Background: an optimization exercise with open tools, aiming at small area. Do not read the settings as production practice.
The RTL was checked by simulation tests, not by an equivalence proof against the original design.
Power and IR drop assume default switching activity.

Design pse, start of the top module:
module pse (
    input  wire        clk,
    input  wire        rst,
    input  wire        cmd_valid,
    input  wire [31:0] cmd_data,
    output wire        cmd_ready,
    output reg         rsp_valid,
    output wire [31:0] rsp_data,
    output wire        cb_active,
    output reg  [31:0] cb_handle,
    input  wire        cb_ret,
    output wire        ws,
    output wire        bck,
    output reg         sdata,
    output reg         attached
);
    localparam CAP    = 16;
    localparam MARGIN = 5;
    localparam [3:0] OP_INIT      = 4'h1;
    localparam [3:0] OP_WRITE     = 4'h2;
    localparam [3:0] OP_READ      = 4'h3;
    localparam [3:0] OP_PUSH      = 4'h4;
    localparam [3:0] OP_SETREPLAY = 4'h5;
    localparam [3:0] OP_SETSYNTH  = 4'h6;
    localparam [3:0] OP_SETPERIOD = 4'h7;
    localparam [3:0] OP_SETCB     = 4'h8;
    localparam [3:0] OP_RESET     = 4'h9;
    localparam [3:0] OP_STOP      = 4'hA;
    localparam [3:0] OP_START     = 4'hB;
  ...
For scale: about 3700 cells after synthesis, ~110 I/O pins, about 47000 um^2 of cells after synthesis.
export LEC_CHECK = 0
export CAP_MARGIN = 20
export CORE_MARGIN = 2
export CORE_UTILIZATION = 75
export SLEW_MARGIN = 20
create_clock -name core_clock -period 10.0 [get_ports {clk}]
standard.sh (not shown) runs the stock make flow with config.mk's settings and CLKGATE_MAP_FILE= SYNTH_SCRIPT=/design/flow/synth_recipe.tcl, a recipe that flattens the netlist after the stock synthesis.
==> flow/flow/run.sh <==
#!/bin/bash
set -euo pipefail
export CTS_ARGS="-sink_clustering_enable -repair_clock_nets -dont_use_dummy_load -sink_clustering_size 25 -sink_clustering_max_diameter 50 -buf_list sky130_fd_sc_hd__clkbuf_16"
export BUFFER_PORTS_ARGS="-buffer_cell sky130_fd_sc_hd__buf_1"
bash standard.sh > standard.log 2>&1
Then changed:
--- a/flow/design.v
+++ b/flow/design.v
@@ -96,19 +96,18 @@
             4'd0:     new_legal = 1'b0;
             OP_WRITE: new_legal = (cmd_data[23:9] == 15'd0);
             OP_READ:  new_legal = (cmd_data[23:8] == 16'd0);
             default:  new_legal = (cmd_data[23:0] == 24'd0);
         endcase
     end
     reg           fr_busy;
     reg           fr_port;        
     reg  [6:0]    fr_step;
-    reg  [15:0]   fr_sample;
     wire fr_last = fr_busy && (fr_port ? fr_step == 7'd65 : fr_step == 7'd33);
     assign ws  = !fr_busy;
     assign bck = fr_busy && fr_step[0] && (fr_step[6:1] != 6'd0);
     wire inited   = (life != L_UNINIT);
     wire lc_busy  = (lc_op != LC_NONE);
     wire irq_go   = inited && !lc_busy && irq_pending;
     wire fd_can   = (fd_phase == F_WAIT && fifo_cnt != 3'd0) ||
                     (fd_phase == F_SCAN) ||
                     (fd_phase == F_CALLBACK && cb_ret);
@@ -198,18 +197,19 @@
     reg  [15:0] mem_v;
     wire [15:0] put_val = any_wr ? port[15:0] : mem_v;
     reg  [1:0]  mem_ph;
     wire [2:0]  ph_hot = {mem_ph == 2'd2, mem_ph == 2'd1, mem_ph == 2'd0};
     always @(posedge clk) begin
         mem_v  <= put_val;
         mem_ph <= (rst || mem_ph[1]) ? 2'd0 : mem_ph + 2'd1;
     end
     wire [15:0] head_q [0:23];    
+    wire [23:0] head_put;
     genvar gi, gr;
     generate
         for (gi = 0; gi < 4; gi = gi + 1) begin : g_buf
             wire [15:0] slot_w;
             genvar gj;
             for (gj = 0; gj < 16; gj = gj + 1) begin : g_w
                 assign slot_w[gj] = buf_fill[gi] ||
                                     (pass_wr && fd_cur == gi &&
                                      gj >= fd_rw_pos && gj < pass_end);
@@ -224,24 +224,26 @@
                 wire        put = pend0 || w0;
                 always @(posedge clk) begin
                     e0    <= e1;
                     e1    <= e2;
                     e2    <= put ? put_val : e0;
                     pend0 <= pend1 || w1;
                     pend1 <= w2;
                 end
                 assign head_q[gi * 6 + gr] = e0;
+                assign head_put[gi * 6 + gr] = put;
             end
             reg [15:0] s15;
             always @(posedge clk)
                 if (slot_w[15])
                     s15 <= port[15:0];
             assign head_q[gi * 6 + 5] = s15;
+            assign head_put[gi * 6 + 5] = slot_w[15];
         end
     endgenerate
     wire       tg_restart = (lc_op == LC_START || lc_op == LC_RESET1 ||
                              lc_op == LC_RESETM || lc_op == LC_RESET2);
     wire       tx_at_end  = (tx_pos == tx_len_v);
     wire [1:0] tg_b = tg_restart ? 2'd0 : tx_at_end ? tx_next : tx_cur;
     wire [3:0] tg_s = (tg_restart || tx_at_end) ? 4'd0 : tx_pos[3:0];
     reg  [2:0] tg_r;              
     reg  [1:0] tg_k;              
@@ -262,36 +264,28 @@
             4'd12: begin tg_r = 3'd4; tg_k = 2'd0; end
             4'd13: begin tg_r = 3'd4; tg_k = 2'd1; end
             4'd14: begin tg_r = 3'd4; tg_k = 2'd2; end
             default: begin tg_r = 3'd5; tg_k = 2'd0; end
         endcase
     end
     wire tg_hit  = buf_fill[tg_b] ||
                    (pass_wr && fd_cur == tg_b && tg_s >= fd_rw_pos && tg_s < pass_end);
     wire tg_head = (tg_r == 3'd5) || (tg_k == mem_ph);
-    wire tg_new  = rst || tx_sample || lc_start;
+    wire tx_hold = tx_sample || (fr_busy && !fr_port && fr_step < 7'd31);
     reg  [15:0] tx_word;
-    reg  [1:0]  tg_age;           
-    reg         tg_dirty;         
     always @(posedge clk) begin
-        if (tg_new) begin
-            tg_age   <= 2'd0;
-            tg_dirty <= 1'b0;
-        end else begin
-            if (!tg_age[1])
-                tg_age <= tg_age + 2'd1;
-            if (tg_hit)
-                tg_dirty <= 1'b1;
+        if (!tx_hold) begin
+            if (tg_head)
+                tx_word <= head_put[{tg_b, 1'b0} * 3 + tg_r] ? put_val
+                                                             : head_q[{tg_b, 1'b0} * 3 + tg_r];
+            else if (tg_hit)
+                tx_word <= port[15:0];
         end
-        if (tg_hit)
-            tx_word <= port[15:0];
-        else if (tg_age[1] && !tg_dirty && tg_head)
-            tx_word <= head_q[{tg_b, 1'b0} * 3 + tg_r];
     end
     reg  [2:0] rsp_st;
     reg  [2:0] rsp_v;
     assign rsp_data = {1'b0, rsp_st, 25'd0, rsp_v};
     integer k;
     always @(posedge clk) begin
         if (rst) begin
             life         <= L_UNINIT;
             mode_synth   <= 1'b0;
@@ -471,16 +465,14 @@
                 fr_busy  <= 1'b1;
                 fr_step  <= 7'd1;
                 fr_port  <= !tx_sample;
             end else if (fr_busy) begin
                 if (fr_last)
                     fr_busy <= 1'b0;
                 fr_step <= fr_step + 7'd1;
             end
         end
-        if (tx_sample)
-            fr_sample <= tx_word;
         if (fr_busy && !fr_last && fr_step[0])
-            sdata <= fr_port ? port[~fr_step[5:1]] : fr_sample[~fr_step[4:1]];
+            sdata <= fr_port ? port[~fr_step[5:1]] : tx_word[~fr_step[4:1]];
     end
     assign cb_active = (fd_phase == F_CALLBACK);
 endmodule
Outcome:
- final area falls by 1.7%
- count of clock-buffer cells in the layout shrinks by 4
- core utilization went up by 0.39 points
- setup slack loses 1.4 ns
- die area decreases by 2.2%
- power drops by 1.0%
- wire length increases by 8.3%
- hold slack gets better by 0.0034 ns
- register-to-register slack gets worse by 1.4 ns
- flip-flop and latch count came out lower by 19
- global-route usage came out higher by 4.1 points
- critical path depth grows by 3
- clock power went down by about 3%
- fmax goes down by 18%

==> separate check: timing with driven ports <==
The results above use ideal ports. As a check the final layouts listed here were re-extracted and re-timed, cells and wires unchanged. Step 1 assumes that a clkbuf_16 drives the clock port and a buf_2 every other input. Step 2 times the ports against the registers' clock, not the clock port: input delays grow and output delays shrink by t, the midpoint of the rising clock arrivals with the driver on. a / b / c = ideal ports / drivers / drivers and shift; a / b = the first two.
run	t (ns)	slack for setup (ns)	worst setup path after step 2	clock arrival spread, ns
the first run	0.717	3.619 / 3.619 / 3.619	register to register	0.115 / 0.115
the second run	0.705	2.180 / 2.180 / 2.180	register to register	0.123 / 0.122
After both steps every run listed still meets setup and hold.
